Source: an optimization exercise on an open RTL-to-GDS flow (aim: small area). Production flows keep margins and buffers that such runs may drop.
RTL that was checked went through simulation tests only; none was proved equivalent to the original.
Only the layout flow was run in runs 1 to 5; the RTL was not checked for function there.
Power and IR drop assume default switching activity. The clock port is modelled as an ideal driver; clocking choices that lean on that would not hold on a real chip.

==> design.v <==
module rw_bus_codec #(
    parameter [7:0]   HDR0       = 8'h42,
    parameter [7:0]   HDR1       = 8'h12,
    parameter [7:0]   AL0        = 8'hE1,
    parameter [7:0]   AL1        = 8'hE5,
    parameter [7:0]   DL0        = 8'hE3,
    parameter [7:0]   DL1        = 8'hE7,
    parameter [7:0]   STB        = 8'hFB,
    parameter integer MAX_WRITES = 24
) (
    input  wire       clk,
    input  wire       rst,           
    input  wire       wr_valid,
    output wire       wr_ready,
    input  wire [8:0] wr_addr,
    input  wire [7:0] wr_value,
    input  wire       tick_valid,
    output wire       tick_ready,
    output wire       tx_valid,
    input  wire       tx_ready,
    output wire [7:0] tx_data
);
    localparam [1:0] S_IDLE  = 2'd0,
                     S_START = 2'd1,    
                     S_BODY  = 2'd2,    
                     S_END   = 2'd3;    
    reg [1:0] state;
    reg [24*17-1:0] ring;    
    reg [4:0]  phase;        
    reg [4:0]  nw;           
    reg        half;
    reg [1:0]  m3;
    reg [2:0]  bt;
    reg [6:0]  sr;
    reg        txv;
    wire idle  = (state == S_IDLE);
    wire start = (state == S_START);
    wire body  = (state == S_BODY);
    assign tick_ready = idle;
    assign wr_ready   = idle && (phase == nw);       
    wire do_write = wr_valid && wr_ready;
    wire do_tick  = tick_valid && tick_ready;
    wire tx_fire  = txv && tx_ready;
    assign tx_valid = txv;
    assign tx_data  = {sr, body};
    wire [2:0] bi  = 3'd7 - bt;
    wire       hdr = (m3 == 2'd3);
    wire       done = !hdr && (nw == 5'd0);
    wire       aligned = (phase == {2'b00, bt});
    wire [7:0] a_tap, v_tap;
    genvar k;
    generate
        for (k = 0; k < 8; k = k + 1) begin : gen_tap
            assign a_tap[k] = ring[17*((k + 23) % 24) + 15 - k];
            assign v_tap[k] = ring[17*((k + 23) % 24) + 7 - k];
        end
    endgenerate
    wire g_tap = ring[17*4 + 16];
    reg cbit;        
    reg cst;         
    reg sbit;        
    always @(*) begin
        cst  = 1'b1;
        cbit = 1'b0;
        sbit = g_tap;
        case ({half, m3})
            3'b0_00: begin cbit = AL0[bi]; cst = (bt != 3'd5); end
            3'b0_01: begin cst = 1'b0; sbit = a_tap[bt];       end
            3'b0_10: begin cbit = DL0[bi]; cst = (bt != 3'd5); end
            3'b1_00: begin cst = 1'b0; sbit = v_tap[bt];       end
            3'b1_01: cbit = STB[bi];
            3'b1_10: begin cst = 1'b0; sbit = v_tap[bt];       end
            3'b0_11: cbit = HDR0[bi];
            default: cbit = HDR1[bi];
        endcase
    end
    wire sb = cst ? cbit : sbit;
    wire avail = !done && (cst || aligned);
    wire shift = body && !txv && (avail || done);
    wire fire_take = tx_fire && (start || body) && avail;
    wire adv   = (shift && !done) || fire_take;
    wire nbit  = !done && sb;
    wire last  = adv && half && (m3 == 2'd2) && (bt == 3'd7);
    always @(posedge clk) begin
        ring <= {ring[23*17-1:0], do_write ? {wr_addr, wr_value} : ring[23*17 +: 17]};
        phase <= (!last && phase[4] && phase[2] && phase[1] && phase[0]) ? 5'd0
                                                                          : phase + {4'd0, !last};
    end
    always @(posedge clk) begin
        if (do_tick)
            sr <= 7'd0;
        else if (tx_fire)
            sr <= adv ? {6'd1, nbit} : 7'd1;
        else if (shift)
            sr <= {sr[5:0], nbit};
        if (do_tick) begin
            half <= 1'b0;
            m3   <= 2'd3;
            bt   <= 3'd0;
        end else begin
            bt <= bt + {2'd0, adv};
            if (adv && bt == 3'd7) begin
                if (m3[1]) begin
                    half <= !half;
                    m3   <= (m3[0] && !half) ? 2'd3 : 2'd0;
                end else begin
                    m3   <= m3 + 2'd1;
                end
            end
        end
        if (rst) begin
            state <= S_IDLE;
            txv   <= 1'b0;
            nw    <= 5'd0;
        end else begin
            nw <= nw + {{4{last}}, do_write || last};
            if (shift)
                txv <= sr[6];
            case (state)
                S_IDLE: if (do_tick) begin
                    state <= S_START;
                    txv   <= 1'b1;
                end
                S_START: if (tx_fire) begin
                    state <= S_BODY;
                    txv   <= 1'b0;
                end
                S_BODY: if (tx_fire) begin
                    if (done)
                        state <= S_END;
                    else
                        txv <= 1'b0;
                end
                default: if (tx_fire) begin
                    state <= S_IDLE;
                    txv   <= 1'b0;
                end
            endcase
        end
    end
endmodule
==> flow/run.sh <==
#!/bin/bash
# The standard layout (standard.sh) with these changes:
#  - synthesis: abc maps for area (flow/my_synth.tcl) and adders are left to
#    abc (no ADDER_MAP_FILE); registers are the same as the standard synthesis
#  - clock tree: clkbuf_16 only, larger sink clusters, no dummy loads
#  - port buffers: buf_1
# The full make output goes to standard.log; ORFS keeps each step's log.
set -e
export FLOW_WORK=$PWD
export CTS_ARGS="-sink_clustering_enable -repair_clock_nets -dont_use_dummy_load -sink_clustering_size 37 -sink_clustering_max_diameter 60 -buf_list sky130_fd_sc_hd__clkbuf_16 -root_buf sky130_fd_sc_hd__clkbuf_8 -tree_buf sky130_fd_sc_hd__clkbuf_8"
export BUFFER_PORTS_ARGS="-buffer_cell sky130_fd_sc_hd__buf_1"
bash standard.sh SYNTH_SCRIPT=$PWD/flow/my_synth.tcl ADDER_MAP_FILE= finish > standard.log 2>&1
==> flow/my_synth.tcl <==
# The standard flow's synthesis (synth_recipe.tcl: ORFS synthesis without fsm/share, then
# flatten and rename) with one change: abc maps for area with its default
# script instead of ORFS's delay-driven script.
proc abc {args} {
  set keep {}
  set skip 0
  foreach a $args {
    if {$skip} { set skip 0; continue }
    if {$a eq "-script" || $a eq "-D" || $a eq "-constr"} { set skip 1; continue }
    lappend keep $a
  }
  yosys abc {*}$keep
}
source $::env(FLOW_WORK)/synth_recipe.tcl
==> standard.sh <==
#!/bin/bash
# synth_recipe.tcl (not shown) runs the flow's synth.tcl, then flattens the netlist and writes it again
# the make line also repeats each setting of config.mk as NAME=value (left out here)
make -C /OpenROAD-flow-scripts/flow DESIGN_CONFIG=/design/flow/config.mk WORK_HOME=/design/flow/orfs CLKGATE_MAP_FILE= SYNTH_SCRIPT=/design/flow/synth_recipe.tcl "${@:-finish}"
==> config.mk <==
export PLATFORM = sky130hd
export DESIGN_NAME = rw_bus_codec
export DESIGN_NICKNAME = rw_bus_codec
export VERILOG_FILES = /design/flow/design.v
export SDC_FILE = /design/flow/constraint.sdc
export NUM_CORES = 4
export LEC_CHECK = 0
export CAP_MARGIN = 20
export CORE_MARGIN = 2
export CORE_UTILIZATION = 85
export PLACE_DENSITY = 0.92
export SLEW_MARGIN = 20
==> constraint.sdc <==
create_clock -name core_clock -period 10.0 [get_ports {clk}]
set_input_delay 2.0000 -clock core_clock [delete_from_list [all_inputs] [get_ports {clk}]]
set_output_delay 2.0000 -clock core_clock [all_outputs]
set_load 0.01 [all_outputs]
==> results of run 1 <==
-- synth_stat cells (all sizes together) (2+ instances only) --
cell type  number  share of area [%]
a41o            2               0.20
nand3           4               0.20
o21a            2               0.15
a21o            2               0.15
nand4           2               0.13
nand3b          3               0.23
o32a            2               0.20
nor2           25               0.96
nand2b          3               0.19
a311oi          2               0.18
o221ai          2               0.18
a211oi          3               0.23
a221o           2               0.20
o21ai           5               0.26
a21oi          17               0.87
a221oi          2               0.18
nand2          13               0.50
clkinv         11               0.42
a21boi          2               0.15
a22oi           5               0.38
mux2           18                2.1
and3            2               0.13
xor2            3               0.27
mux2i           2               0.20
dfxtp         434                 89
nor3            8               0.41
o21bai          2               0.15
a31oi           3               0.19
xnor2           7               0.63
mux4            2               0.46
nor2b           2               0.13
-- stage by stage --
stage                   setup slack, ns  area (µm²)  cells  total power [µW]  hold WS (ns)
after global placement            5.008       10100    776              1817        0.3095
after floorplan                   5.537        9802    601              1805        0.3096
-- power groups by stage --
stage             clock [µW]  sequential (µW)  combinational (µW)
global placement           0             1790                22.9
floorplan                  0             1790                14.4
-- worst max-delay path by stage --
stage	startpoint	to	cells after the start
2_1_floorplan	tx_ready	nw[3]$_SDFF_PP0_	10
3_3_place_gp	tx_ready	nw[3]$_SDFF_PP0_	11
-- cell families after synthesis --
logic type,after synthesis
fa+ha+maj,1
buf+inv,12
compound gates,56
flops,434
mux,22
xor+xnor,10
simple gates,66
==> impl_metrics.tcl, run 1 <==
set metrics [dict create \
    ys_seq_elements 434 \
    synthAdderAreaFrac_pct 0.1021 \
    die_h_um 111.4 \
    dpl.hpwl_mm 12.17 \
    portBuffers 32 \
    syn-num-nets 623 \
    num_io_pins 33 \
    synth_compound_area_share_pct 3.957 \
    haltStage "3_5_place_dp" \
    ys.flop_type "dfxtp_1" \
    synth_edf_count 0 \
    synth_area_um2 9802 \
    seq_area_frac_synth_pct 88.64 \
    synthCells 601 \
    place.gp.congestion 0.7911 \
    die-width_um 111.4 \
    num_rows 39 \
    yosys_warnings 1 \
    synth-xor-area-share_pct 0.8935 \
    synth_mux_area_share_pct 2.732 \
    start_util_pct 86.58 \
    synth_area_per_cell_um2 16.31 \
    outcome "aborted with a tool error" \
    synth-simple-area-share_pct 3.178 \
    error_line "[ERROR DPL-0033] detailed placement checks failed during check placement." \
    synth_top_family_by_area "compound AO/OA/AOI/OAI gates" \
    async_flop_share_pct 0 \
    synth_cell_types 40 \
]
==> inputs of run 2 (changes only) <==
--- a/config.mk
+++ b/config.mk
@@ -7,6 +7,6 @@
 export LEC_CHECK = 0
 export CAP_MARGIN = 20
 export CORE_MARGIN = 2
-export CORE_UTILIZATION = 85
-export PLACE_DENSITY = 0.92
+export CORE_UTILIZATION = 78
+export PLACE_DENSITY = 0.88
 export SLEW_MARGIN = 20
==> run 2 against run 1 <==
  * The run now finishes clean
  * Area after synthesis is the same
  * Synthesized cell count stayed put
==> impl_metrics.tcl, run 2 <==
set metrics [dict create \
    outcome "finished clean" \
    start_util_pct 80.60 \
    routed_via_density 5.335 \
    dieArea_um2 13480 \
    clock-root-buffer "clkbuf_8" \
    largest_reg_flops 408 \
    start_kind "flip-flop" \
    ys_seq_elements 434 \
    clock_tree.buffer_depth 3 \
    synth_area_leaders "dfxtp_1 (89%), mux2_1 (2.1%), nor2_1 (0.96%), a21oi_1 (0.87%), xnor2_1 (0.63%)" \
    min_period_over_period_pct 50.43 \
    cap_violations 0 \
    leakage_uw 0.004156 \
    die-width_um 116.1 \
    nNetsFinal 673 \
    final_cell_mix "dfxtp_1 (434), buf_1 (32), nor2_1 (25)" \
    critical_path_required_ns 10.49 \
    min_path_type "flip-flop to flip-flop" \
    critPathKind "flip-flop to flip-flop" \
    max_freq_mhz 198.3 \
    whs_ns 0.2962 \
    wirelength_mm 16.30 \
    yosysTopAreaCell "dfxtp_1" \
    syn_to_final_growth_pct 7.110 \
    portBuffers 32 \
    clock_latency_ns 0.56 \
    tns_ns 0 \
    seq_area_frac_synth_pct 88.64 \
    power_density_nw_per_um2 238.2 \
    ys.flop_type "dfxtp_1" \
    num_rows 40 \
    synth_cell_types 40 \
    tritoncts "yes" \
    dr.pass1.iters 5 \
    num_vias 4359 \
    holdPathStages 0 \
    num_antenna_cells 0 \
    grt_pass1_wl_mm 25.24 \
    skew_ns 0.04753 \
    synth_commonest_cells "dfxtp_1 (434), nor2_1 (25), mux2_1 (18)" \
    synth_area_um2 9802 \
    synth_area_per_cell_um2 16.31 \
    yosysMostFrequentCell "dfxtp_1" \
    r2r_setup_slack_ns 4.96 \
    r2r_cells 10 \
    vdd_drop_max_v 0.0002032 \
    synth_edf_count 0 \
    postLayoutCoreUtil_pct 86.33 \
    largest-register "ring" \
    grt_max_degree 38 \
    num_io_pins 33 \
    wl_per_cell_um 19.94 \
    dpl.hpwl_mm 9.436 \
    timing.final.ws_setup_ns 4.957 \
    place.gp.congestion 0.8559 \
    ctsResizeCount 0 \
    holdBufCountCts 0 \
    crit_arrival_ns 5.53 \
    clk_pin_slew_ns 0.12 \
    top_regs "ring x408, sr x7" \
    r2r_end "nw[3]$_SDFF_PP0_" \
    drc 0 \
    endpoint_kind "flip-flop" \
    syn-num-nets 623 \
    grt_pass1_vias 4550 \
    overflow 0 \
    slew_viol_final 0 \
    synth_top_area_share_pct 88.64 \
    min_from "ring[187]$_DFF_P_" \
    ant_nets 0 \
    fin_crit_ns 5.043 \
    pre_cts_slack_ns 4.707 \
    drt_iter0_drc 255 \
    h-tree-depth 1 \
    cts_buffers 16 \
    worst_pin_slew_ns 1.002 \
    grtUsageTotal_pct 25.25 \
    async_flop_share_pct 0 \
    r2r_start "bt[1]$_SDFF_PP0_" \
    max_slew_margin_pct 32.75 \
    critPathMaxFanout 14 \
    drive_above_1_share_pct 2.928 \
    layout_commonest_cell "dfxtp_1" \
    antenna_found_initial 0 \
    rsz0062_at_grt "no" \
    hold_viol_final 0 \
    hold-path-endpoint "ring[204]$_DFF_P_" \
    finalSetupViolCount 0 \
    cts_sinks 434 \
    core_area_um2 12160 \
    yosys_warnings 1 \
    postCtsSetupBuffers 0 \
    die_h_um 116.1 \
    synthCells 601 \
]
run 2: power breakdown:
| group | internal, µW | switching, µW | total (µW) |
|---|---|---|---|
| Combinational | 9.84 | 16.6 | 26.4 |
| Sequential | 1750 | 11.2 | 1760 |
| Clock | 264 | 454 | 718 |
run 2: layout make-up:
| class | count | area, µm² |
|---|---|---|
| clock buffers | 16 | 366.6 |
| fillers | 449 | 1663 |
| inverters | 11 | 41.29 |
| multi-input cells | 155 | 1065 |
| flip-flops and latches | 434 | 8688 |
| well taps | 168 | 210.2 |
| repair buffers | 33 | 127.6 |
run 2: critical path, stage by stage (launching register included):
cell	delay (ns)
dfxtp_1	0.71
and3b_1	0.26
a221o_1	0.41
a311oi_1	0.88
a21oi_1	0.35
nor4_1	0.88
a21boi_0	0.34
o31ai_1	0.61
maj3_1	0.32
nor2_1	0.05
a211oi_1	0.20
run 2: layer usage:
metal | track usage, % | wire length, µm | part of all wire (%)
met3 | 3.996 | 734 | 4.5
met2 | 43.51 | 8235 | 51
met1 | 33.54 | 6814 | 42
met5 | 0 | 0 | 0
met4 | 7.778 | 510 | 3.1
run 2: cell families after synthesis:
| logic type | share of synthesized area [%] |
|---|---|
| and+or+nand+nor | 3.179 |
| adders and majority gates | 0.1021 |
| xor gates and xnor gates | 0.8936 |
| buffers and inverters | 0.4979 |
| muxes | 2.732 |
| AOI/OAI and AO/OA | 3.957 |
| DFF | 88.64 |
run 2: worst max-delay path by stage:
stage / startpoint / endpoint / slack, ns / cells after the start
6_report: bt[1]$_SDFF_PP0_ / nw[3]$_SDFF_PP0_ / 4.96 / 10
5_1_grt: bt[1]$_SDFF_PP0_ / nw[3]$_SDFF_PP0_ / 4.66 / 10
4_1_cts: bt[1]$_SDFF_PP0_ / nw[3]$_SDFF_PP0_ / 5.10 / 10
3_5_place_dp: tx_ready / nw[3]$_SDFF_PP0_ / 4.71 / 11
3_3_place_gp: tx_ready / nw[3]$_SDFF_PP0_ / 5.04 / 11
2_1_floorplan: tx_ready / nw[3]$_SDFF_PP0_ / 5.54 / 10
run 2: through the flow:
stage / instances / power (µW) / cell area (µm²)
after floorplan: 601 / 1805 / 9802
after global placement: 801 / 1816 / 10130
after detailed placement: 801 / 1820 / 10130
after CTS: 817 / 2509 / 10500
after global routing: 817 / 2562 / 10500
final: 817 / 2501 / 10500
==> inputs of run 3 (changes only) <==
--- a/flow/run.sh
+++ b/flow/run.sh
@@ -7,6 +7,6 @@
 # The full make output goes to standard.log; ORFS keeps each step's log.
 set -e
 export FLOW_WORK=$PWD
-export CTS_ARGS="-sink_clustering_enable -repair_clock_nets -dont_use_dummy_load -sink_clustering_size 37 -sink_clustering_max_diameter 60 -buf_list sky130_fd_sc_hd__clkbuf_16 -root_buf sky130_fd_sc_hd__clkbuf_8 -tree_buf sky130_fd_sc_hd__clkbuf_8"
+export CTS_ARGS="-sink_clustering_enable -repair_clock_nets -dont_use_dummy_load -sink_clustering_size 40 -sink_clustering_max_diameter 60 -buf_list sky130_fd_sc_hd__clkbuf_16 -root_buf sky130_fd_sc_hd__clkbuf_8 -tree_buf sky130_fd_sc_hd__clkbuf_8"
 export BUFFER_PORTS_ARGS="-buffer_cell sky130_fd_sc_hd__buf_1"
 bash standard.sh SYNTH_SCRIPT=$PWD/flow/my_synth.tcl ADDER_MAP_FILE= finish > standard.log 2>&1
--- a/config.mk
+++ b/config.mk
@@ -7,6 +7,6 @@
 export LEC_CHECK = 0
 export CAP_MARGIN = 20
 export CORE_MARGIN = 2
-export CORE_UTILIZATION = 78
-export PLACE_DENSITY = 0.88
+export CORE_UTILIZATION = 85
+export PLACE_DENSITY = 0.92
 export SLEW_MARGIN = 20
==> run 3 against run 2 <==
  * The flow now stops in 3_5_place_dp
  * Area after synthesis stayed put
  * Synthesized cell count stayed put
==> impl_metrics.tcl, run 3 <==
set metrics [dict create \
    ys_seq_elements 434 \
    num_rows 39 \
    yosys_warnings 1 \
    error_line "[ERROR DPL-0033] detailed placement checks failed during check placement." \
    haltStage "3_5_place_dp" \
    synth_area_leaders "dfxtp_1 (89%), mux2_1 (2.1%), nor2_1 (0.96%), a21oi_1 (0.87%), xnor2_1 (0.63%)" \
    synthCells 601 \
    dpl.hpwl_mm 12.17 \
    synth_compound_area_share_pct 3.957 \
    yosysTopAreaCell "dfxtp_1" \
    synth_top_family_by_area "compound AO/OA/AOI/OAI gates" \
    die_h_um 111.4 \
    async_flop_share_pct 0 \
    portBuffers 32 \
    num_io_pins 33 \
    die-width_um 111.4 \
    synth_commonest_cells "dfxtp_1 (434), nor2_1 (25), mux2_1 (18)" \
    synth_area_per_cell_um2 16.31 \
    outcome "aborted with a tool error" \
    synth_mux_area_share_pct 2.732 \
    ys.flop_type "dfxtp_1" \
    synth_top_area_share_pct 88.64 \
    synth-xor-area-share_pct 0.8935 \
    seq_area_frac_synth_pct 88.64 \
    yosysMostFrequentCell "dfxtp_1" \
    start_util_pct 86.58 \
    synthAdderAreaFrac_pct 0.1021 \
    place.gp.congestion 0.7911 \
    synth-simple-area-share_pct 3.178 \
    synth_edf_count 0 \
    syn-num-nets 623 \
    synth_cell_types 40 \
    synth_area_um2 9802 \
]
## run 3: cell families after synthesis
kind of cell | count (synthesis)
AO/OA/AOI/OAI | 56
adder cells (fa/ha/maj) | 1
buffers and inverters | 12
AND/OR/NAND/NOR | 66
XOR/XNOR | 10
flip-flops | 434
multiplexers | 22
## run 3: power by group through the flow
stage / sequential, µW / combinational (µW) / clock (µW)
after global placement: 1790 / 22.9 / 0
after floorplan: 1790 / 14.4 / 0
## run 3: how the worst max path moves through the flow
stage / startpoint / to / depth (start not counted)
floorplan: tx_ready / nw[3]$_SDFF_PP0_ / 10
global placement: tx_ready / nw[3]$_SDFF_PP0_ / 11
## run 3: through the flow
step | area, µm² | setup WS (ns)
after floorplan | 9802 | 5.537
after global placement | 10100 | 5.008
==> inputs of run 4 (changes only) <==
--- a/flow/run.sh
+++ b/flow/run.sh
@@ -7,6 +7,6 @@
 # The full make output goes to standard.log; ORFS keeps each step's log.
 set -e
 export FLOW_WORK=$PWD
-export CTS_ARGS="-sink_clustering_enable -repair_clock_nets -dont_use_dummy_load -sink_clustering_size 40 -sink_clustering_max_diameter 60 -buf_list sky130_fd_sc_hd__clkbuf_16 -root_buf sky130_fd_sc_hd__clkbuf_8 -tree_buf sky130_fd_sc_hd__clkbuf_8"
+export CTS_ARGS="-sink_clustering_enable -repair_clock_nets -dont_use_dummy_load -sink_clustering_size 34 -sink_clustering_max_diameter 80 -buf_list sky130_fd_sc_hd__clkbuf_16 -root_buf sky130_fd_sc_hd__clkbuf_8 -tree_buf sky130_fd_sc_hd__clkbuf_8"
 export BUFFER_PORTS_ARGS="-buffer_cell sky130_fd_sc_hd__buf_1"
 bash standard.sh SYNTH_SCRIPT=$PWD/flow/my_synth.tcl ADDER_MAP_FILE= finish > standard.log 2>&1
--- a/config.mk
+++ b/config.mk
@@ -7,6 +7,6 @@
 export LEC_CHECK = 0
 export CAP_MARGIN = 20
 export CORE_MARGIN = 2
-export CORE_UTILIZATION = 85
-export PLACE_DENSITY = 0.92
+export CORE_UTILIZATION = 70
+export PLACE_DENSITY = 0.8
 export SLEW_MARGIN = 20
==> run 4 against run 3 <==
  * Now clean on timing, DRC and antenna
  * Area after synthesis did not move
  * Synthesized cell count stayed put
==> impl_metrics.tcl, run 4 <==
set metrics [dict create \
    synth_area_um2 9802 \
    worst_pin_slew_ns 0.9336 \
    postCtsSetupBuffers 0 \
    ys_seq_elements 434 \
    h-tree-depth 1 \
    drive_above_1_share_pct 2.928 \
    seq_area_frac_synth_pct 88.64 \
    tritoncts "yes" \
    grt_pass1_vias 4231 \
    num_io_pins 33 \
    dieArea_um2 14970 \
    ys.flop_type "dfxtp_1" \
    clock-root-buffer "clkbuf_8" \
    syn-num-nets 623 \
    core_area_um2 13770 \
    critical_path_required_ns 10.47 \
    outcome "finished clean" \
    endpoint_kind "flip-flop" \
    finalSetupViolCount 0 \
    skew_ns 0.03313 \
    final_area_um2 10510 \
    leakage_uw 0.004156 \
    drt_iter0_drc 234 \
    vdd_drop_max_v 0.0002134 \
    wirelength_mm 13.80 \
    holdBufCountCts 0 \
    critPathKind "flip-flop to flip-flop" \
    dr.pass1.iters 4 \
    die_h_um 122.3 \
    critPathMaxFanout 14 \
    yosysMostFrequentCell "dfxtp_1" \
    largest_reg_flops 408 \
    die-width_um 122.3 \
    async_flop_share_pct 0 \
    power_density_nw_per_um2 237.3 \
    syn_to_final_growth_pct 7.263 \
    start_kind "flip-flop" \
    start_util_pct 71.17 \
    clock_tree.buffer_depth 3 \
    placed_cells 813 \
    max_slew_margin_pct 37.19 \
    grtUsageTotal_pct 19.27 \
    num_antenna_cells 0 \
    grt_pass1_wl_mm 22.09 \
    fin_crit_ns 4.868 \
    dpl.hpwl_mm 8.066 \
    place.gp.congestion 0.7463 \
    synth_commonest_cells "dfxtp_1 (434), nor2_1 (25), mux2_1 (18)" \
    synthCells 601 \
    yosys_warnings 1 \
    ctsResizeCount 0 \
    grt_max_degree 35 \
    clock_latency_ns 0.56 \
    synth_area_per_cell_um2 16.31 \
    tns_ns 0 \
    crit_arrival_ns 5.33 \
    layout.cells.non_filler 829 \
    yosysTopAreaCell "dfxtp_1" \
    drc 0 \
    min_path_type "flip-flop to flip-flop" \
    ant_nets 0 \
    antenna_found_initial 0 \
    nNetsFinal 673 \
    min_period_over_period_pct 48.68 \
    max_freq_mhz 205.4 \
    cts_sinks 434 \
    portBuffers 32 \
    clk_pin_slew_ns 0.12 \
    rsz0062_at_grt "no" \
    largest-register "ring" \
    top_regs "ring x408, sr x7" \
    num_vias 4183 \
    slew_viol_final 0 \
    cap_violations 0 \
    overflow 0 \
    num_rows 43 \
    synth_area_leaders "dfxtp_1 (89%), mux2_1 (2.1%), nor2_1 (0.96%), a21oi_1 (0.87%), xnor2_1 (0.63%)" \
    wl_per_cell_um 16.64 \
    final_cell_mix "dfxtp_1 (434), buf_1 (32), nor2_1 (25)" \
    dpl-instance-area_um2 10150 \
    synth_top_area_share_pct 88.64 \
    synth_edf_count 0 \
    hold_viol_final 0 \
    layout_commonest_cell "dfxtp_1" \
    synth_cell_types 40 \
    routed_via_density 5.046 \
    cts_buffers 16 \
]
## run 4: cell counts after synthesis
Identical to the previous run, type by type.
## run 4: metal layers
metal | global-route usage (%) | share of wire, % | up-vias
met5 | 0 | 0 | -
met4 | 6.178 | 2.9 | 0
met3 | 3.346 | 3.4 | 34
li1 | - | - | 2049
met2 | 31.39 | 47 | 86
met1 | 26.63 | 47 | 2014
## run 4: final cells by class
cell class | count | area (µm²)
clock buffer | 16 | 366.6
fill | 803 | 3259
inverter | 11 | 41.29
multi-input combinational | 155 | 1065
sequential | 434 | 8688
tap | 180 | 225.2
timing repair buffer | 33 | 127.6
## run 4: metrics by stage
step	hold slack [ns]	power, µW	setup slack, ns	utilization, %
2_1_floorplan	0.3096	1805	5.537	-
3_3_place_gp	0.3123	1817	5.071	73.67
3_5_place_dp	0.3121	1819	4.747	73.67
4_1_cts	0.3220	2506	5.226	76.34
5_1_grt	0.3286	2570	4.737	76.34
6_report	0.3223	2495	5.132	76.34
## run 4: worst max-delay path, stage by stage (launching register included)
cell	delay [ns]
dfxtp_1	0.69
and3b_1	0.27
a221o_1	0.40
a311oi_1	0.79
a21oi_1	0.34
nor4_1	0.84
a21boi_0	0.33
o31ai_1	0.58
maj3_1	0.32
nor2_1	0.05
a211oi_1	0.20
## run 4: power by group
part	internal (µW)	leakage [µW]	total, µW	switching [µW]
registers	1750	0.00351	1760	10.2
logic	9.81	0.000468	25.1	15.3
clock network	264	0.000182	714	450
total	2020	0.00416	2500	476
## run 4: logic make-up after synthesis
| logic type | count (synthesis) | synth area share [%] |
|---|---|---|
| and+or+nand+nor | 66 | 3.179 |
| DFF | 434 | 88.64 |
| buffers and inverters | 12 | 0.4979 |
| muxes | 22 | 2.732 |
| AOI/OAI and AO/OA | 56 | 3.957 |
| adders and majority gates | 1 | 0.1021 |
| xor gates and xnor gates | 10 | 0.8936 |
## run 4: final timing paths
kind / startpoint / endpoint / slack, ns / cells after the start
max: bt[1]$_SDFF_PP0_ / nw[3]$_SDFF_PP0_ / 5.13 / 10
min: ring[173]$_DFF_P_ / ring[190]$_DFF_P_ / 0.32 / 0
max reg2reg: bt[1]$_SDFF_PP0_ / nw[3]$_SDFF_PP0_ / 5.13 / 10
min reg2reg: ring[173]$_DFF_P_ / ring[190]$_DFF_P_ / 0.32 / 0
==> inputs of run 5 (changes only) <==
--- a/flow/run.sh
+++ b/flow/run.sh
@@ -7,6 +7,6 @@
 # The full make output goes to standard.log; ORFS keeps each step's log.
 set -e
 export FLOW_WORK=$PWD
-export CTS_ARGS="-sink_clustering_enable -repair_clock_nets -dont_use_dummy_load -sink_clustering_size 34 -sink_clustering_max_diameter 80 -buf_list sky130_fd_sc_hd__clkbuf_16 -root_buf sky130_fd_sc_hd__clkbuf_8 -tree_buf sky130_fd_sc_hd__clkbuf_8"
+export CTS_ARGS="-sink_clustering_enable -repair_clock_nets -dont_use_dummy_load -sink_clustering_size 34 -sink_clustering_max_diameter 80 -buf_list sky130_fd_sc_hd__clkbuf_16 -root_buf sky130_fd_sc_hd__clkbuf_4 -tree_buf sky130_fd_sc_hd__clkbuf_4"
 export BUFFER_PORTS_ARGS="-buffer_cell sky130_fd_sc_hd__buf_1"
 bash standard.sh SYNTH_SCRIPT=$PWD/flow/my_synth.tcl ADDER_MAP_FILE= finish > standard.log 2>&1
==> run 5 against run 4 <==
  * Still clean on timing, DRC and antenna
  * Final cell count did not move
  * Synthesized cell count did not move
  * Register-to-register slack barely moved
  * Worst hold slack improved by 0.0026 ns
  * Flip-flop and latch count did not move
==> impl_metrics.tcl, run 5 <==
set metrics [dict create \
    outcome "finished clean" \
    layout_commonest_cell "dfxtp_1" \
    drive_above_1_share_pct 2.928 \
    synth_area_um2 9802 \
    start_util_pct 71.17 \
    top_regs "ring x408, sr x7" \
    largest_reg_flops 408 \
    synth-simple-area-share_pct 3.178 \
    critical_path_required_ns 10.58 \
    synth_commonest_cells "dfxtp_1 (434), nor2_1 (25), mux2_1 (18)" \
    ys.flop_type "dfxtp_1" \
    tns_ns 0 \
    holdPathStages 0 \
    grt_pass1_vias 4183 \
    yosysTopAreaCell "dfxtp_1" \
    clock-root-buffer "clkbuf_4" \
    num_vias 4153 \
    grt_max_degree 35 \
    skew_ns 0.02917 \
    overflow 0 \
    postLayoutCoreUtil_pct 76.20 \
    nNetsFinal 673 \
    synthCells 601 \
    finalSetupViolCount 0 \
    antenna_found_initial 0 \
    grtUsageTotal_pct 19.04 \
    clock_latency_ns 0.66 \
    cts_buffers 16 \
    worst_pin_slew_ns 0.9256 \
    yosysMostFrequentCell "dfxtp_1" \
    yosys_warnings 1 \
    start_kind "flip-flop" \
    die-width_um 122.3 \
    syn_to_final_growth_pct 7.072 \
    crit_arrival_ns 5.44 \
    rsz0062_at_grt "no" \
    min_path_type "flip-flop to flip-flop" \
    hold_viol_final 0 \
    r2r_cells 10 \
    global_route.usage.met1_pct 26.97 \
    portBuffers 32 \
    ant_nets 0 \
    critPathMaxFanout 14 \
    use_met2_pct 31.46 \
    final_cell_mix "dfxtp_1 (434), buf_1 (32), nor2_1 (25)" \
    wirelength_mm 13.71 \
    h-tree-depth 1 \
    ctsResizeCount 0 \
    holdBufCountCts 0 \
    max_freq_mhz 205.4 \
    syn-num-nets 623 \
    dpl.hpwl_mm 8.066 \
    drc 0 \
    endpoint_kind "flip-flop" \
    power_density_nw_per_um2 235.9 \
    place.gp.congestion 0.7463 \
    ys_seq_elements 434 \
    synthAdderAreaFrac_pct 0.1021 \
    drt_iter0_drc 203 \
    leakage_uw 0.004149 \
    core_area_um2 13770 \
    synth_mux_area_share_pct 2.732 \
    vdd_drop_max_v 0.0002119 \
    critPathKind "flip-flop to flip-flop" \
    max_slew_margin_pct 37.73 \
    wl_per_cell_um 16.53 \
    largest-register "ring" \
    synth_top_family_by_area "compound AO/OA/AOI/OAI gates" \
    synth-xor-area-share_pct 0.8935 \
    num_rows 43 \
    synth_top_area_share_pct 88.64 \
    synth_area_per_cell_um2 16.31 \
    num_io_pins 33 \
    slew_viol_final 0 \
    dieArea_um2 14970 \
    num_antenna_cells 0 \
    synth_area_leaders "dfxtp_1 (89%), mux2_1 (2.1%), nor2_1 (0.96%), a21oi_1 (0.87%), xnor2_1 (0.63%)" \
    synth_edf_count 0 \
    synth_cell_types 40 \
    clk_pin_slew_ns 0.11 \
    gr-max-usage-layer "met2" \
    die_h_um 122.3 \
    routed_via_density 5.010 \
    clock_tree.buffer_depth 3 \
    cts_sinks 434 \
    seq_area_frac_synth_pct 88.64 \
    synth_compound_area_share_pct 3.957 \
    fin_crit_ns 4.868 \
    grt_pass1_wl_mm 21.91 \
    gr-usage-met3_pct 3.113 \
    dr.pass1.iters 4 \
    cap_violations 0 \
    async_flop_share_pct 0 \
    tritoncts "yes" \
    min_period_over_period_pct 48.68 \
    postCtsSetupBuffers 0 \
]
==> run 5: cell counts after synthesis <==
Identical to the previous run, type by type.
==> run 5: through the flow <==
step	instance area [µm²]	setup WS (ns)	total power, µW	cells	hold slack (ns)
floorplan	9802	5.537	1805	601	0.3096
global placement	10150	5.071	1817	813	0.3123
detailed placement	10150	4.747	1819	813	0.3121
CTS	10500	5.235	2489	829	0.3271
global route	10500	4.759	2553	829	0.3328
finish	10500	5.132	2476	829	0.3249
==> run 5: cells by family after synthesis <==
group | after synthesis
and+or+nand+nor | 66
DFF | 434
buffers and inverters | 12
AOI/OAI and AO/OA | 56
adders and majority gates | 1
muxes | 22
xor gates and xnor gates | 10
==> run 5: layout make-up <==
| cell class | count | area, µm² |
|---|---|---|
| Clock buffer | 16 | 347.8 |
| Fill cell | 807 | 3278 |
| Inverter | 11 | 41.29 |
| Multi-Input combinational cell | 155 | 1065 |
| Sequential cell | 434 | 8688 |
| Tap cell | 180 | 225.2 |
| Timing Repair Buffer | 33 | 127.6 |
==> run 5: worst max-delay path, stage by stage, from the launching register on <==
cell,delay [ns]
dfxtp_1,0.71
and3b_1,0.26
a221o_1,0.40
a311oi_1,0.80
a21oi_1,0.33
nor4_1,0.83
a21boi_0,0.33
o31ai_1,0.59
maj3_1,0.32
nor2_1,0.05
a211oi_1,0.19
==> run 5: where the power goes <==
group / switching [µW] / internal (µW)
clock network: 447 / 247
logic: 15.0 / 9.81
registers: 10.5 / 1750
total: 473 / 2000
==> run 5: metal layers <==
layer	wire length (µm)	vias up
met5	0	-
met4	262	0
met3	473	24
met2	6440	90
met1	6528	1990
li1	-	2049
==> run 5: worst paths after layout <==
path              slack (ns)                end               from
setup / recovery        5.13   nw[3]$_SDFF_PP0_   bt[1]$_SDFF_PP0_
hold reg to reg         0.32  ring[190]$_DFF_P_  ring[173]$_DFF_P_
setup reg to reg        5.13   nw[3]$_SDFF_PP0_   bt[1]$_SDFF_PP0_
hold / removal          0.32  ring[190]$_DFF_P_  ring[173]$_DFF_P_
==> inputs of run 6 (changes only) <==
--- a/design.v
+++ b/design.v
@@ -20,11 +20,6 @@
     input  wire       tx_ready,
     output wire [7:0] tx_data
 );
-    localparam [1:0] S_IDLE  = 2'd0,
-                     S_START = 2'd1,    
-                     S_BODY  = 2'd2,    
-                     S_END   = 2'd3;    
-    reg [1:0] state;
     reg [24*17-1:0] ring;    
     reg [4:0]  phase;        
     reg [4:0]  nw;           
@@ -33,19 +28,18 @@
     reg [2:0]  bt;
     reg [6:0]  sr;
     reg        txv;
-    wire idle  = (state == S_IDLE);
-    wire start = (state == S_START);
-    wire body  = (state == S_BODY);
-    assign tick_ready = idle;
-    assign wr_ready   = idle && (phase == nw);       
+    reg        busy;
+    wire hdr      = (m3 == 2'd3);
+    wire at_start = hdr && !half && (bt == 3'd0);   
+    assign tick_ready = !busy && !txv;
+    assign wr_ready   = !busy && !txv && (phase == nw);      
     wire do_write = wr_valid && wr_ready;
     wire do_tick  = tick_valid && tick_ready;
     wire tx_fire  = txv && tx_ready;
     assign tx_valid = txv;
-    assign tx_data  = {sr, body};
-    wire [2:0] bi  = 3'd7 - bt;
-    wire       hdr = (m3 == 2'd3);
-    wire       done = !hdr && (nw == 5'd0);
+    assign tx_data  = {sr, busy && !at_start};
+    wire [2:0] bi      = 3'd7 - bt;
+    wire       done    = !hdr && (nw == 5'd0);
     wire       aligned = (phase == {2'b00, bt});
     wire [7:0] a_tap, v_tap;
     genvar k;
@@ -76,8 +70,8 @@
     end
     wire sb = cst ? cbit : sbit;
     wire avail = !done && (cst || aligned);
-    wire shift = body && !txv && (avail || done);
-    wire fire_take = tx_fire && (start || body) && avail;
+    wire shift = busy && !txv && (avail || done);
+    wire fire_take = tx_fire && busy && avail;
     wire adv   = (shift && !done) || fire_take;
     wire nbit  = !done && sb;
     wire last  = adv && half && (m3 == 2'd2) && (bt == 3'd7);
@@ -109,33 +103,22 @@
             end
         end
         if (rst) begin
-            state <= S_IDLE;
-            txv   <= 1'b0;
-            nw    <= 5'd0;
+            busy <= 1'b0;
+            txv  <= 1'b0;
+            nw   <= 5'd0;
         end else begin
             nw <= nw + {{4{last}}, do_write || last};
-            if (shift)
-                txv <= sr[6];
-            case (state)
-                S_IDLE: if (do_tick) begin
-                    state <= S_START;
-                    txv   <= 1'b1;
-                end
-                S_START: if (tx_fire) begin
-                    state <= S_BODY;
-                    txv   <= 1'b0;
-                end
-                S_BODY: if (tx_fire) begin
-                    if (done)
-                        state <= S_END;
-                    else
-                        txv <= 1'b0;
-                end
-                default: if (tx_fire) begin
-                    state <= S_IDLE;
-                    txv   <= 1'b0;
-                end
-            endcase
+            if (do_tick) begin
+                busy <= 1'b1;
+                txv  <= 1'b1;
+            end else if (shift) begin
+                txv  <= sr[6];
+            end else if (tx_fire) begin
+                if (busy && done)
+                    busy <= 1'b0;        
+                else
+                    txv  <= 1'b0;
+            end
         end
     end
 endmodule
==> run 6 against run 5 <==
  * Combinational power grew to 3.0 times the previous value
  * Area after synthesis is 0.38% lower
  * Sequential share of layout area hardly changed
  * Critical path type is now input pin to flip-flop
  * Critical endpoint unchanged
  * Highest routed layer unchanged
==> impl_metrics.tcl, run 6 <==
set metrics [dict create \
    final_area_um2 10470 \
    final_cell_mix "dfxtp_1 (433), buf_1 (32), a21oi_1 (23)" \
    dpl-instance-area_um2 10120 \
    clk_pin_slew_ns 0.11 \
    critical_path_required_ns 10.53 \
    wirelength_mm 13.13 \
    crit_top_cell "a2111oi_0" \
    min_period_over_period_pct 50.84 \
    drt-met1-wl_mm 6.104 \
    largest-register "ring" \
    synth_area_per_cell_um2 16.11 \
    worst_pin_slew_ns 0.9782 \
    min_path_type "flip-flop to flip-flop" \
    wl_met2_mm 6.127 \
    hold_viol_final 0 \
    dr.max_layer_used "met4" \
    cts_buffers 16 \
    core_area_um2 13770 \
    routed_via_density 5.001 \
    clock-root-buffer "clkbuf_4" \
    die_h_um 122.1 \
    p_switching_uw 517.0 \
    antenna_found_initial 0 \
    synthCells 606 \
    ctsResizeCount 0 \
    wl_per_cell_um 15.72 \
    dpl.hpwl_mm 7.768 \
    vdd_drop_max_v 0.0001710 \
    clock_latency_ns 0.69 \
    outcome "finished clean" \
    num_antenna_cells 0 \
    drt_iter0_drc 256 \
    grtUsageTotal_pct 18.43 \
    cap_violations 0 \
    synth_commonest_cells "dfxtp_1 (433), a21oi_1 (23), nand2_1 (20), nor2_1 (20), mux2_1 (17)" \
    tns_ns 0 \
    synth_edf_count 0 \
    h-tree-depth 1 \
    synth_area_leaders "dfxtp_1 (89%), mux2_1 (2.0%), a21oi_1 (1.2%), nand2_1 (0.77%), nor2_1 (0.77%)" \
    grt_pass1_vias 4139 \
    r2r_start "m3[0]$_SDFFE_PP1P_" \
    nNetsFinal 679 \
    fin_crit_ns 5.084 \
    slew_viol_final 0 \
    r2r_end "nw[3]$_SDFF_PP0_" \
    r2r_setup_slack_ns 5.28 \
    overflow 0 \
    skew_ns 0.03532 \
    synth_top_area_share_pct 88.77 \
    power_frac_comb_pct 2.9 \
    drc 0 \
    ys_seq_elements 433 \
    drive_above_1_share_pct 2.901 \
    ant_nets 0 \
    grt_max_degree 35 \
    crit_path_top_delay_cell "a2111oi_0" \
    whs_ns 0.3126 \
    holdPathStages 0 \
    critical-path-max-stage-delay_ns 1.02 \
    place.gp.congestion 0.8048 \
    top_regs "ring x408, sr x7" \
    crit_arrival_ns 5.62 \
    max_slew_margin_pct 33.10 \
    wl_met3_um 557 \
    start_util_pct 70.89 \
    async_flop_share_pct 0 \
    finalSetupViolCount 0 \
    power_density_nw_per_um2 242.7 \
    hold-path-endpoint "ring[110]$_DFF_P_" \
    grt_pass1_wl_mm 20.96 \
    syn-num-nets 628 \
    clock_tree.buffer_depth 3 \
    num_io_pins 33 \
    largest_reg_flops 408 \
    clkPwrFrac_pct 27.3 \
    final.fill_count 794 \
    critical_path.top_delay_family "compound AO/OA/AOI/OAI gates" \
    ys.flop_type "dfxtp_1" \
    portBuffers 32 \
    yosys_warnings 1 \
    num_vias 4176 \
    pwr-share-seq_pct 69.8 \
    dieArea_um2 14910 \
    critPathBufInv 1 \
    layout_commonest_cell "dfxtp_1" \
    r2r_cells 10 \
    yosysTopAreaCell "dfxtp_1" \
    postCtsSetupBuffers 0 \
    endpoint_kind "flip-flop" \
    leakage_uw 0.004108 \
    critPathKind "input pin to flip-flop" \
    yosysMostFrequentCell "dfxtp_1" \
    synth_area_um2 9764 \
    holdBufCountCts 0 \
    syn_to_final_growth_pct 7.175 \
    path_cells "buf_1 > nand2_1 > a2111oi_0 > and4_1 > nand4b_1 > a2111oi_0 > nor2_1 > a211oi_1 > nor3_1" \
    die-width_um 122.1 \
    p_int_uw 2023 \
    min_from "ring[93]$_DFF_P_" \
    dr.pass1.iters 4 \
    cts_sinks 433 \
    tritoncts "yes" \
    num_rows 43 \
    seq_area_frac_synth_pct 88.77 \
    postLayoutCoreUtil_pct 75.98 \
    max_freq_mhz 196.7 \
    critPathMaxFanout 12 \
    synth_cell_types 34 \
    rsz0062_at_grt "no" \
    start_kind "input pin" \
    swShare_pct 20.36 \
]
[run 6: changes by cell type after synthesis, sizes merged, moves of 3 or more]
cell,before,now
nor2b,2,5
nor3,8,13
and4,0,3
nand2,13,20
nor2,25,20
a21oi,17,23
clkinv,11,7
nand3,4,7
[run 6: metrics by stage]
step                      std cells  setup WS (ns)  total power (µW)
after global routing            835          4.579              2621
after CTS                       835          5.030              2552
after floorplan                 606          5.154              1851
final                           835          4.916              2540
after global placement          819          4.678              1871
after detailed placement        819          4.331              1880
[run 6: cell type report]
class,count,area (µm²),area share [%]
flip-flops and latches,433,8668,82.83
multi-input cells,166,1070,10.22
clock buffers,16,347.8,3.324
well taps,180,225.2,2.152
repair buffers,33,127.6,1.220
inverters,7,26.28,0.2511
[run 6: kinds of logic (layout without fill, tap and decap cells)]
logic type / Yosys count / count (layout) / synth area share [%]
DFF: 433 / 433 / 88.77
muxes: 19 / 19 / 2.422
buffers and inverters: 7 / 56 / 0.2691
xor gates and xnor gates: 10 / 10 / 0.8969
AOI/OAI and AO/OA: 52 / 52 / 3.319
and+or+nand+nor: 85 / 85 / 4.318
[run 6: how the worst max path moves through the flow]
stage | endpoint | depth (start not counted) | slack, ns | from
2_1_floorplan | nw[3]$_SDFF_PP0_ | 8 | 5.15 | tx_ready
5_1_grt | nw[3]$_SDFF_PP0_ | 9 | 4.58 | tx_ready
3_5_place_dp | nw[3]$_SDFF_PP0_ | 9 | 4.33 | tx_ready
3_3_place_gp | nw[3]$_SDFF_PP0_ | 9 | 4.68 | tx_ready
6_report | nw[3]$_SDFF_PP0_ | 9 | 4.92 | tx_ready
4_1_cts | nw[3]$_SDFF_PP0_ | 9 | 5.03 | tx_ready
[run 6: power groups by stage]
stage	logic (µW)	registers [µW]	clock network, µW
6_report	73.6	1770	694
3_3_place_gp	62.9	1810	0
5_1_grt	80.2	1780	764
2_1_floorplan	45.6	1810	0
3_5_place_dp	69.2	1810	0
4_1_cts	72.7	1770	707
[run 6: layer usage]
layer,track usage [%],vias to the layer above
met2,30.27,111
met3,3.324,32
li1,-,2074
met5,0,-
met1,24.94,1959
met4,6.466,0
==> inputs of run 7 (changes only) <==
--- a/flow/run.sh
+++ b/flow/run.sh
@@ -2,7 +2,8 @@
 # The standard layout (standard.sh) with these changes:
 #  - synthesis: abc maps for area (flow/my_synth.tcl) and adders are left to
 #    abc (no ADDER_MAP_FILE); registers are the same as the standard synthesis
-#  - clock tree: clkbuf_16 only, larger sink clusters, no dummy loads
+#  - clock tree: clkbuf_16 leaves in sink clusters of up to 34, clkbuf_4
+#    above them, no dummy loads
 #  - port buffers: buf_1
 # The full make output goes to standard.log; ORFS keeps each step's log.
 set -e
==> run 7 against run 6 <==
  * Via count stayed put
  * Final cell count unchanged
  * Die area unchanged
  * Core utilization stayed put
  * Count of clock-buffer cells in the layout is the same
  * Cell area did not move
  * Non-clock buffer count did not move
  * Critical path depth unchanged
  * Area after synthesis unchanged
  * Worst hold slack is the same
  * Critical path type unchanged
  * Highest routed layer unchanged
==> impl_metrics.tcl, run 7 <==
set metrics [dict create \
    start_util_pct 70.89 \
    holdBufCountCts 0 \
    final.fill_count 794 \
    grt_max_degree 35 \
    die_h_um 122.1 \
    critPathKind "input pin to flip-flop" \
    worst_pin_slew_ns 0.9782 \
    synthAdderAreaFrac_pct 0 \
    overflow 0 \
    tritoncts "yes" \
    power_density_nw_per_um2 242.7 \
    critPathMaxFanout 12 \
    synth-xor-area-share_pct 0.8970 \
    wl_per_cell_um 15.72 \
    synth_area_um2 9764 \
    yosys_warnings 1 \
    routed_via_density 5.001 \
    cts_buffers 16 \
    ys_seq_elements 433 \
    h-tree-depth 1 \
    pre_cts_slack_ns 4.331 \
    dpl.hpwl_mm 7.768 \
    ys.flop_type "dfxtp_1" \
    top_regs "ring x408, sr x7" \
    grt_pass1_wl_mm 20.96 \
    dr.pass1.iters 4 \
    dieArea_um2 14910 \
    synth-simple-area-share_pct 4.318 \
    syn-num-nets 628 \
    tns_ns 0 \
    synth_commonest_cells "dfxtp_1 (433), a21oi_1 (23), nand2_1 (20), nor2_1 (20), mux2_1 (17)" \
    min_period_over_period_pct 50.84 \
    antenna_found_initial 0 \
    synth_area_per_cell_um2 16.11 \
    postCtsSetupBuffers 0 \
    largest_reg_flops 408 \
    dpl-instance-area_um2 10120 \
    timing.final.ws_setup_ns 4.916 \
    syn_to_final_growth_pct 7.175 \
    yosysTopAreaCell "dfxtp_1" \
    postLayoutCoreUtil_pct 75.98 \
    start_kind "input pin" \
    vdd_drop_max_v 0.0001710 \
    min_path_type "flip-flop to flip-flop" \
    drt_iter0_drc 256 \
    async_flop_share_pct 0 \
    max_slew_margin_pct 33.10 \
    ctsResizeCount 0 \
    clock_latency_ns 0.69 \
    portBuffers 32 \
    largest-register "ring" \
    synthCells 606 \
    synth_area_leaders "dfxtp_1 (89%), mux2_1 (2.0%), a21oi_1 (1.2%), nand2_1 (0.77%), nor2_1 (0.77%)" \
    cts_sinks 433 \
    endpoint_kind "flip-flop" \
    cap_violations 0 \
    critical_path_required_ns 10.53 \
    multi_input_area_um2 1070 \
    synth_cell_types 34 \
    num_vias 4176 \
    final-seq-area_um2 8668 \
    fin_crit_ns 5.084 \
    nNetsFinal 679 \
    synth_mux_area_share_pct 2.422 \
    clock-root-buffer "clkbuf_4" \
    skew_ns 0.03532 \
    core_area_um2 13770 \
    yosysMostFrequentCell "dfxtp_1" \
    grtUsageTotal_pct 18.43 \
    hold_viol_final 0 \
    num_rows 43 \
    leakage_uw 0.004108 \
    clock_tree.buffer_depth 3 \
    seq_area_frac_synth_pct 88.77 \
    final_cell_mix "dfxtp_1 (433), buf_1 (32), a21oi_1 (23)" \
    die-width_um 122.1 \
    finalSetupViolCount 0 \
    place.gp.congestion 0.8048 \
    ant_nets 0 \
    num_io_pins 33 \
    drive_above_1_share_pct 2.901 \
    slew_viol_final 0 \
    wirelength_mm 13.13 \
    clk_pin_slew_ns 0.11 \
    max_freq_mhz 196.7 \
    synth_edf_count 0 \
    num_antenna_cells 0 \
    synth_top_family_by_area "simple AND/OR/NAND/NOR gates" \
    rsz0062_at_grt "no" \
    synth_top_area_share_pct 88.77 \
    final_area_um2 10470 \
    drc 0 \
    grt_pass1_vias 4139 \
    outcome "finished clean" \
    whs_ns 0.3126 \
    synth_compound_area_share_pct 3.319 \
    crit_arrival_ns 5.62 \
    layout_commonest_cell "dfxtp_1" \
]
## run 7: path summary, 6_finish.rpt
check                startpoint                end  slack, ns  cells past startpoint
max reg2reg  m3[0]$_SDFFE_PP1P_   nw[3]$_SDFF_PP0_       5.28                     10
min            ring[93]$_DFF_P_  ring[110]$_DFF_P_       0.31                      0
min reg2reg    ring[93]$_DFF_P_  ring[110]$_DFF_P_       0.31                      0
max                    tx_ready   nw[3]$_SDFF_PP0_       4.92                      9
## run 7: cells by family after synthesis
logic type             after synthesis
AO/OA/AOI/OAI                       52
XOR/XNOR                            10
buffers and inverters                7
flip-flops                         433
multiplexers                        19
AND/OR/NAND/NOR                     85
## run 7: through the flow
step / instances / total power [µW]
after floorplan: 606 / 1851
after global placement: 819 / 1871
after detailed placement: 819 / 1880
after CTS: 835 / 2552
after global routing: 835 / 2621
final: 835 / 2540
## run 7: critical path: stages
cell       delay (ns)
buf_1            0.11
nand2_1          0.14
a2111oi_0        0.86
and4_1           0.47
nand4b_1         0.46
a2111oi_0        1.02
nor2_1           0.21
a211oi_1         0.27
nor3_1           0.08
## run 7: where the power goes
part           leakage [µW]  internal (µW)  switching, µW
combinational      0.000438           28.0           45.6
sequential          0.00350           1750           24.6
clock              0.000174            247            447
total               0.00411           2020            517
## run 7: area by class of cell
type                       instances  share of cell area [%]
timing repair buffer              33                   1.220
multi-input combinational        166                   10.22
clock buffer                      16                   3.324
tap                              180                   2.152
inverter                           7                  0.2511
sequential                       433                   82.83
## run 7: metal layers
| layer | wire length [µm] | global-route usage [%] |
|---|---|---|
| met1 | 6104 | 24.94 |
| met4 | 338 | 6.466 |
| met3 | 557 | 3.324 |
| met2 | 6127 | 30.27 |
| met5 | 0 | 0 |
==> inputs of run 8 (changes only) <==
--- a/flow/run.sh
+++ b/flow/run.sh
@@ -8,6 +8,6 @@
 # The full make output goes to standard.log; ORFS keeps each step's log.
 set -e
 export FLOW_WORK=$PWD
-export CTS_ARGS="-sink_clustering_enable -repair_clock_nets -dont_use_dummy_load -sink_clustering_size 34 -sink_clustering_max_diameter 80 -buf_list sky130_fd_sc_hd__clkbuf_16 -root_buf sky130_fd_sc_hd__clkbuf_4 -tree_buf sky130_fd_sc_hd__clkbuf_4"
+export CTS_ARGS="-sink_clustering_enable -repair_clock_nets -dont_use_dummy_load -sink_clustering_size 35 -sink_clustering_max_diameter 100 -buf_list sky130_fd_sc_hd__clkbuf_16 -root_buf sky130_fd_sc_hd__clkbuf_4 -tree_buf sky130_fd_sc_hd__clkbuf_4"
 export BUFFER_PORTS_ARGS="-buffer_cell sky130_fd_sc_hd__buf_1"
 bash standard.sh SYNTH_SCRIPT=$PWD/flow/my_synth.tcl ADDER_MAP_FILE= finish > standard.log 2>&1
==> run 8 against run 7 <==
  * Maximum frequency is 1.4% lower
  * First-iteration DRC count is 0.39% lower
  * Critical path depth unchanged
  * Sequential power is essentially flat
  * Flip-flop and latch count unchanged
  * Global-route usage rose by 0.69 points
  * Area after synthesis unchanged
  * Via count increased by 0.57%
  * Combinational power is 2% lower
  * Synthesized cell count stayed put
  * Largest cell class unchanged
==> impl_metrics.tcl, run 8 <==
set metrics [dict create \
    whs_ns 0.2657 \
    routed_via_density 5.030 \
    wl_met2_mm 6.328 \
    cap_violations 0 \
    fin_crit_ns 5.157 \
    syn_to_final_growth_pct 7.175 \
    core_area_um2 13770 \
    hold-path-endpoint "ring[365]$_DFF_P_" \
    drt-met1-wl_mm 6.423 \
    ant_nets 0 \
    synth_edf_count 0 \
    drive_above_1_share_pct 2.901 \
    clk_pin_slew_ns 0.12 \
    synth_area_um2 9764 \
    slew_viol_final 0 \
    top_regs "ring x408, sr x7" \
    skew_ns 0.05477 \
    max_freq_mhz 193.9 \
    tns_ns 0 \
    synth_top_area_share_pct 88.77 \
    num_vias 4200 \
    wirelength_mm 13.63 \
    grt_max_degree 36 \
    r2r_setup_slack_ns 5.25 \
    synthCells 606 \
    cts_buffers 16 \
    endpoint_kind "flip-flop" \
    overflow 0 \
    ys.flop_type "dfxtp_1" \
    clock_tree.buffer_depth 3 \
    drt_iter0_drc 255 \
    max_slew_margin_pct 28.10 \
    layout_commonest_cell "dfxtp_1" \
    power_density_nw_per_um2 243.1 \
    hold_viol_final 0 \
    finalSetupViolCount 0 \
    dieArea_um2 14910 \
    die-width_um 122.1 \
    synth_cell_types 34 \
    drc 0 \
    holdBufCountCts 0 \
    path_cells "buf_1 > nand2_1 > a2111oi_0 > and4_1 > nand4b_1 > a2111oi_0 > nor2_1 > a211oi_1 > nor3_1" \
    synth_area_per_cell_um2 16.11 \
    num_io_pins 33 \
    rsz0062_at_grt "no" \
    dpl.hpwl_mm 7.768 \
    min_path_type "flip-flop to flip-flop" \
    dr.max_layer_used "met4" \
    r2r_cells 10 \
    cts_sinks 433 \
    wl_met3_um 542 \
    critical_path.top_delay_family "compound AO/OA/AOI/OAI gates" \
    critPathBufInv 1 \
    clock-root-buffer "clkbuf_4" \
    grt_pass1_vias 4178 \
    dr.pass1.iters 5 \
    holdPathStages 0 \
    nNetsFinal 679 \
    seq_area_frac_synth_pct 88.77 \
    grtUsageTotal_pct 19.12 \
    critical-path-max-stage-delay_ns 1.01 \
    wl_per_cell_um 16.33 \
    yosysTopAreaCell "dfxtp_1" \
    portBuffers 32 \
    start_util_pct 70.89 \
    num_antenna_cells 0 \
    r2r_start "m3[0]$_SDFFE_PP1P_" \
    num_rows 43 \
    r2r_end "nw[3]$_SDFF_PP0_" \
    crit_path_top_delay_cell "a2111oi_0" \
    place.gp.congestion 0.8048 \
    postCtsSetupBuffers 0 \
    tritoncts "yes" \
    leakage_uw 0.004108 \
    crit_top_cell "a2111oi_0" \
    ctsResizeCount 0 \
    yosysMostFrequentCell "dfxtp_1" \
    die_h_um 122.1 \
    ys_seq_elements 433 \
    final_cell_mix "dfxtp_1 (433), buf_1 (32), a21oi_1 (23)" \
    vdd_drop_max_v 0.0001776 \
    clock_latency_ns 0.67 \
    crit_arrival_ns 5.71 \
    h-tree-depth 1 \
    worst_pin_slew_ns 1.051 \
    critPathMaxFanout 12 \
    critPathKind "input pin to flip-flop" \
    synth_commonest_cells "dfxtp_1 (433), a21oi_1 (23), nand2_1 (20), nor2_1 (20), mux2_1 (17)" \
    async_flop_share_pct 0 \
    min_from "ring[348]$_DFF_P_" \
    critical_path_required_ns 10.56 \
    min_period_over_period_pct 51.57 \
    start_kind "input pin" \
    yosys_warnings 1 \
    outcome "finished clean" \
    synth_area_leaders "dfxtp_1 (89%), mux2_1 (2.0%), a21oi_1 (1.2%), nand2_1 (0.77%), nor2_1 (0.77%)" \
    grt_pass1_wl_mm 21.81 \
    largest_reg_flops 408 \
    antenna_found_initial 0 \
    largest-register "ring" \
    syn-num-nets 628 \
]
-- run 8: cell counts after synthesis --
No cell type changed its count.
-- run 8: power breakdown --
group          internal, µW  switching (µW)
combinational          28.0            43.8
clock                   247             453
sequential             1750            24.5
total                  2020             521
-- run 8: worst reg2reg max path, stage by stage, from the launching register on --
cell and delay [ns]:
dfxtp_1 0.52, nor2b_1 0.28, a21oi_1 0.29, a22oi_1 0.22
a2111oi_0 0.85, and4_1 0.48, nand4b_1 0.46, a2111oi_0 1.01
nor2_1 0.20, a211oi_1 0.27, nor3_1 0.08
-- run 8: worst max-delay path by stage --
stage | start | end | slack [ns] | cells past startpoint
finish | tx_ready | nw[3]$_SDFF_PP0_ | 4.84 | 9
detailed placement | tx_ready | nw[3]$_SDFF_PP0_ | 4.33 | 9
global route | tx_ready | nw[3]$_SDFF_PP0_ | 4.51 | 9
CTS | tx_ready | nw[3]$_SDFF_PP0_ | 4.92 | 9
global placement | tx_ready | nw[3]$_SDFF_PP0_ | 4.68 | 9
floorplan | tx_ready | nw[3]$_SDFF_PP0_ | 5.15 | 8
-- run 8: per-stage QoR --
stage / utilization (%) / instance area (µm²) / cells / setup WS (ns) / total power, µW
2_1_floorplan: - / 9764 / 606 / 5.154 / 1851
3_3_place_gp: 73.46 / 10120 / 819 / 4.678 / 1871
3_5_place_dp: 73.46 / 10120 / 819 / 4.331 / 1880
4_1_cts: 75.98 / 10470 / 835 / 4.915 / 2550
5_1_grt: 75.98 / 10470 / 835 / 4.505 / 2621
6_report: 75.98 / 10470 / 835 / 4.843 / 2544
-- run 8: area by class of cell --
| cell class | instances | area, µm² |
|---|---|---|
| Sequential cell | 433 | 8668 |
| Fill cell | 799 | 3308 |
| Multi-Input combinational cell | 166 | 1070 |
| Clock buffer | 16 | 347.8 |
| Tap cell | 180 | 225.2 |
| Timing Repair Buffer | 33 | 127.6 |
| Inverter | 7 | 26.28 |
-- run 8: cell families after synthesis --
family / synth area share, %
and+or+nand+nor: 4.318
DFF: 88.77
AOI/OAI and AO/OA: 3.319
xor gates and xnor gates: 0.8969
buffers and inverters: 0.2691
muxes: 2.422
-- run 8: routing by layer --
metal | vias to the layer above | GRT usage, %
met5 | - | 0
met4 | 0 | 5.172
met3 | 26 | 3.090
met2 | 114 | 31.35
met1 | 1984 | 26.86
li1 | 2076 | -
==> inputs of run 9 (changes only) <==
--- a/flow/run.sh
+++ b/flow/run.sh
@@ -8,6 +8,6 @@
 # The full make output goes to standard.log; ORFS keeps each step's log.
 set -e
 export FLOW_WORK=$PWD
-export CTS_ARGS="-sink_clustering_enable -repair_clock_nets -dont_use_dummy_load -sink_clustering_size 35 -sink_clustering_max_diameter 100 -buf_list sky130_fd_sc_hd__clkbuf_16 -root_buf sky130_fd_sc_hd__clkbuf_4 -tree_buf sky130_fd_sc_hd__clkbuf_4"
+export CTS_ARGS="-sink_clustering_enable -repair_clock_nets -dont_use_dummy_load -sink_clustering_size 34 -sink_clustering_max_diameter 80 -buf_list sky130_fd_sc_hd__clkbuf_16 -root_buf sky130_fd_sc_hd__clkbuf_4 -tree_buf sky130_fd_sc_hd__clkbuf_4"
 export BUFFER_PORTS_ARGS="-buffer_cell sky130_fd_sc_hd__buf_1"
 bash standard.sh SYNTH_SCRIPT=$PWD/flow/my_synth.tcl ADDER_MAP_FILE= finish > standard.log 2>&1
==> flow/area.abc (new file) <==
strash; ifraig; scorr; dc2; strash; &get -n; &dch -f; &nf -R 1000; &put
==> flow/my_synth.tcl (replaced) <==
# The standard flow's synthesis (synth_recipe.tcl: ORFS synthesis without fsm/share, then
# flatten and rename) with one change: abc maps for area with the script in
# flow/area.abc instead of ORFS's delay-driven script.
proc abc {args} {
  set keep {}
  set skip 0
  foreach a $args {
    if {$skip} { set skip 0; continue }
    if {$a eq "-script" || $a eq "-D" || $a eq "-constr"} { set skip 1; continue }
    lappend keep $a
  }
  yosys abc {*}$keep -script $::env(FLOW_WORK)/flow/area.abc
}
source $::env(FLOW_WORK)/synth_recipe.tcl
==> run 9 against run 8 <==
  * Synthesized cell count shrank 2.3%
  * Still clean
  * Flip-flop and latch count is the same
  * Worst setup slack gained 0.16 ns
  * Count of clock-buffer cells in the layout is the same
  * Largest cell class unchanged
  * Largest power group unchanged
==> impl_metrics.tcl, run 9 <==
set metrics [dict create \
    seq_area_frac_synth_pct 89.21 \
    async_flop_share_pct 0 \
    final.fill_count 783 \
    synth_mux_area_share_pct 2.846 \
    cts_buffers 16 \
    placed_cells 805 \
    dr.pass1.iters 4 \
    clk_pin_slew_ns 0.12 \
    overflow 0 \
    top_regs "ring x408, sr x7" \
    num_rows 43 \
    critPathKind "flip-flop to flip-flop" \
    outcome "finished clean" \
    vdd_drop_max_v 0.0001779 \
    largest_reg_flops 408 \
    synth_cell_types 35 \
    core_area_um2 13720 \
    nNetsFinal 665 \
    max_slew_margin_pct 34.29 \
    ys_seq_elements 433 \
    antenna_found_initial 1 \
    clock_latency_ns 0.66 \
    crit_path_top_delay_cell "a211oi_1" \
    p_total_uw 2529 \
    grt_pass1_wl_mm 21.58 \
    num_io_pins 33 \
    cts_sinks 433 \
    endpoint_kind "flip-flop" \
    syn_to_final_growth_pct 7.237 \
    layout.cells.non_filler 822 \
    ys.flop_type "dfxtp_1" \
    min_period_over_period_pct 49.93 \
    fin_crit_ns 4.993 \
    yosysTopAreaCell "dfxtp_1" \
    slew_viol_final 0 \
    timing.final.ws_setup_ns 5.007 \
    die_h_um 121.8 \
    h-tree-depth 1 \
    leakage_uw 0.004083 \
    drc 0 \
    wl_per_cell_um 16.66 \
    pre_cts_slack_ns 4.739 \
    largest-register "ring" \
    tns_ns 0 \
    synth_area_per_cell_um2 16.41 \
    synth_commonest_cells "dfxtp_1 (433), nor2_1 (19), a21oi_1 (18)" \
    crit_top_cell "a21oi_1" \
    dpl.hpwl_mm 7.891 \
    rsz0062_at_grt "no" \
    synth-simple-area-share_pct 3.399 \
    final_cell_mix "dfxtp_1 (433), buf_1 (32), nor2_1 (19)" \
    yosys_warnings 1 \
    path_cells "nor2_1 > a21oi_1 > a22oi_1 > a211oi_1 > a21oi_1 > nor2b_1 > and3_1 > and2_0 > nand2_1 > or2_0 > xnor2_1 > and3_1 > a21o_1 > or4_1 > o21ai_0 > a21oi_1 > o21a_1" \
    routed_via_density 4.906 \
    yosysMostFrequentCell "dfxtp_1" \
    synthCells 592 \
    wirelength_mm 13.69 \
    layout_commonest_cell "dfxtp_1" \
    synth_top_area_share_pct 89.21 \
    tritoncts "yes" \
    synth_top_family_by_area "compound AO/OA/AOI/OAI gates" \
    grt_max_degree 35 \
    synth_area_leaders "dfxtp_1 (89%), mux2_1 (2.0%), a21oi_1 (0.93%), nor2_1 (0.73%), xnor2_1 (0.63%)" \
    critPathMaxFanout 9 \
    critical_path.top_delay_family "compound AO/OA/AOI/OAI gates" \
    max_freq_mhz 200.3 \
    critical-path-max-stage-delay_ns 0.86 \
    start_util_pct 70.83 \
    syn-num-nets 614 \
    finalSetupViolCount 0 \
    holdBufCountCts 0 \
    hold_viol_final 0 \
    drive_above_1_share_pct 2.964 \
    synthAdderAreaFrac_pct 0 \
    ctsResizeCount 0 \
    critical_path_required_ns 10.55 \
    ant_nets 0 \
    postCtsSetupBuffers 0 \
    synth_compound_area_share_pct 3.412 \
    drt_iter0_drc 300 \
    synth_area_um2 9717 \
    portBuffers 32 \
    worst_pin_slew_ns 0.9797 \
    cap_violations 0 \
    power_density_nw_per_um2 242.7 \
    synth_edf_count 0 \
    grtUsageTotal_pct 19.15 \
    clock_tree.buffer_depth 3 \
    min_path_type "flip-flop to flip-flop" \
    synth-xor-area-share_pct 0.9014 \
    grt_pass1_vias 4084 \
    clock-root-buffer "clkbuf_4" \
    die-width_um 121.8 \
    critPathBufInv 0 \
    dieArea_um2 14840 \
    num_vias 4033 \
    skew_ns 0.03022 \
    place.gp.congestion 0.8470 \
    crit_arrival_ns 5.54 \
    start_kind "flip-flop" \
]
run 9: power breakdown:
part	switching, µW	leakage, µW	internal (µW)
Combinational	38.1	0.000413	25.7
Sequential	20.9	0.00350	1750
Clock	451	0.000174	247
run 9: metrics by stage:
step                util (%)  hold WS [ns]  cell area [µm²]
floorplan                  -        0.3096             9717
global placement       73.40        0.3104            10070
detailed placement     73.40        0.3121            10070
CTS                    75.93        0.3065            10420
global route           75.95        0.3148            10420
finish                 75.95        0.3092            10420
run 9: kinds of logic (layout without fill, tap and decap cells):
logic type      count (synthesis)  in the layout
mux                            23             23
other cells                     0              1
simple gates                   68             68
xor+xnor                       10             10
flops                         433            433
compound gates                 52             52
buf+inv                         6             55
run 9: area by class of cell:
cell class | count | area (µm²) | area share (%)
timing repair buffer | 33 | 127.6 | 1.225
tap | 180 | 225.2 | 2.161
multi-input combinational | 153 | 1026 | 9.846
antenna | 1 | 2.502 | 0.02402
inverter | 6 | 22.52 | 0.2161
clock buffer | 16 | 347.8 | 3.338
sequential | 433 | 8668 | 83.19
run 9: final timing paths:
| check | startpoint | to | slack, ns | cells past startpoint |
|---|---|---|---|---|
| setup / recovery | m3[0]$_SDFFE_PP1P_ | nw[4]$_SDFF_PP0_ | 5.01 | 17 |
| hold / removal | ring[287]$_DFF_P_ | ring[304]$_DFF_P_ | 0.31 | 0 |
| hold reg to reg | ring[287]$_DFF_P_ | ring[304]$_DFF_P_ | 0.31 | 0 |
| setup reg to reg | m3[0]$_SDFFE_PP1P_ | nw[4]$_SDFF_PP0_ | 5.01 | 17 |
run 9: routing by layer:
metal  vias to the layer above  global-route usage, %  part of all wire (%)
met5                         -                      0                     0
met4                         0                  4.382                   2.2
met3                        25                  3.043                   3.3
met2                        75                  32.26                    49
met1                      1908                  26.56                    46
li1                       2025                      -                     -

==> afterwards: timing with drivers on the ports <==
In the flow no input, the clock included, has a driving cell. The finished layouts below were timed again as built, in two steps. Step 1: set_driving_cell puts a clkbuf_16 on clk and a buf_2 on each other input, an assumption about the parent block. Step 2 times the ports against the registers' clock, not the clock port: input delays grow and output delays shrink by t, the midpoint of the rising clock arrivals with the driver on. Three values: ideal ports, drivers, drivers and shift; two values: the first two.
run	t, ns	slack for setup (ns)	worst setup path after step 2
run 2	0.574	4.957 / 4.957 / 4.532	input to register
run 4	0.576	5.132 / 5.132 / 4.621	input to register
run 5	0.678	5.132 / 5.132 / 4.613	input to register
run 6	0.702	4.916 / 4.925 / 4.223	input to register
run 7	0.702	4.916 / 4.925 / 4.223	input to register
run 8	0.680	4.843 / 4.852 / 4.172	input to register
run 9	0.676	5.007 / 5.007 / 4.621	input to register
After both steps every run listed still meets setup and hold.
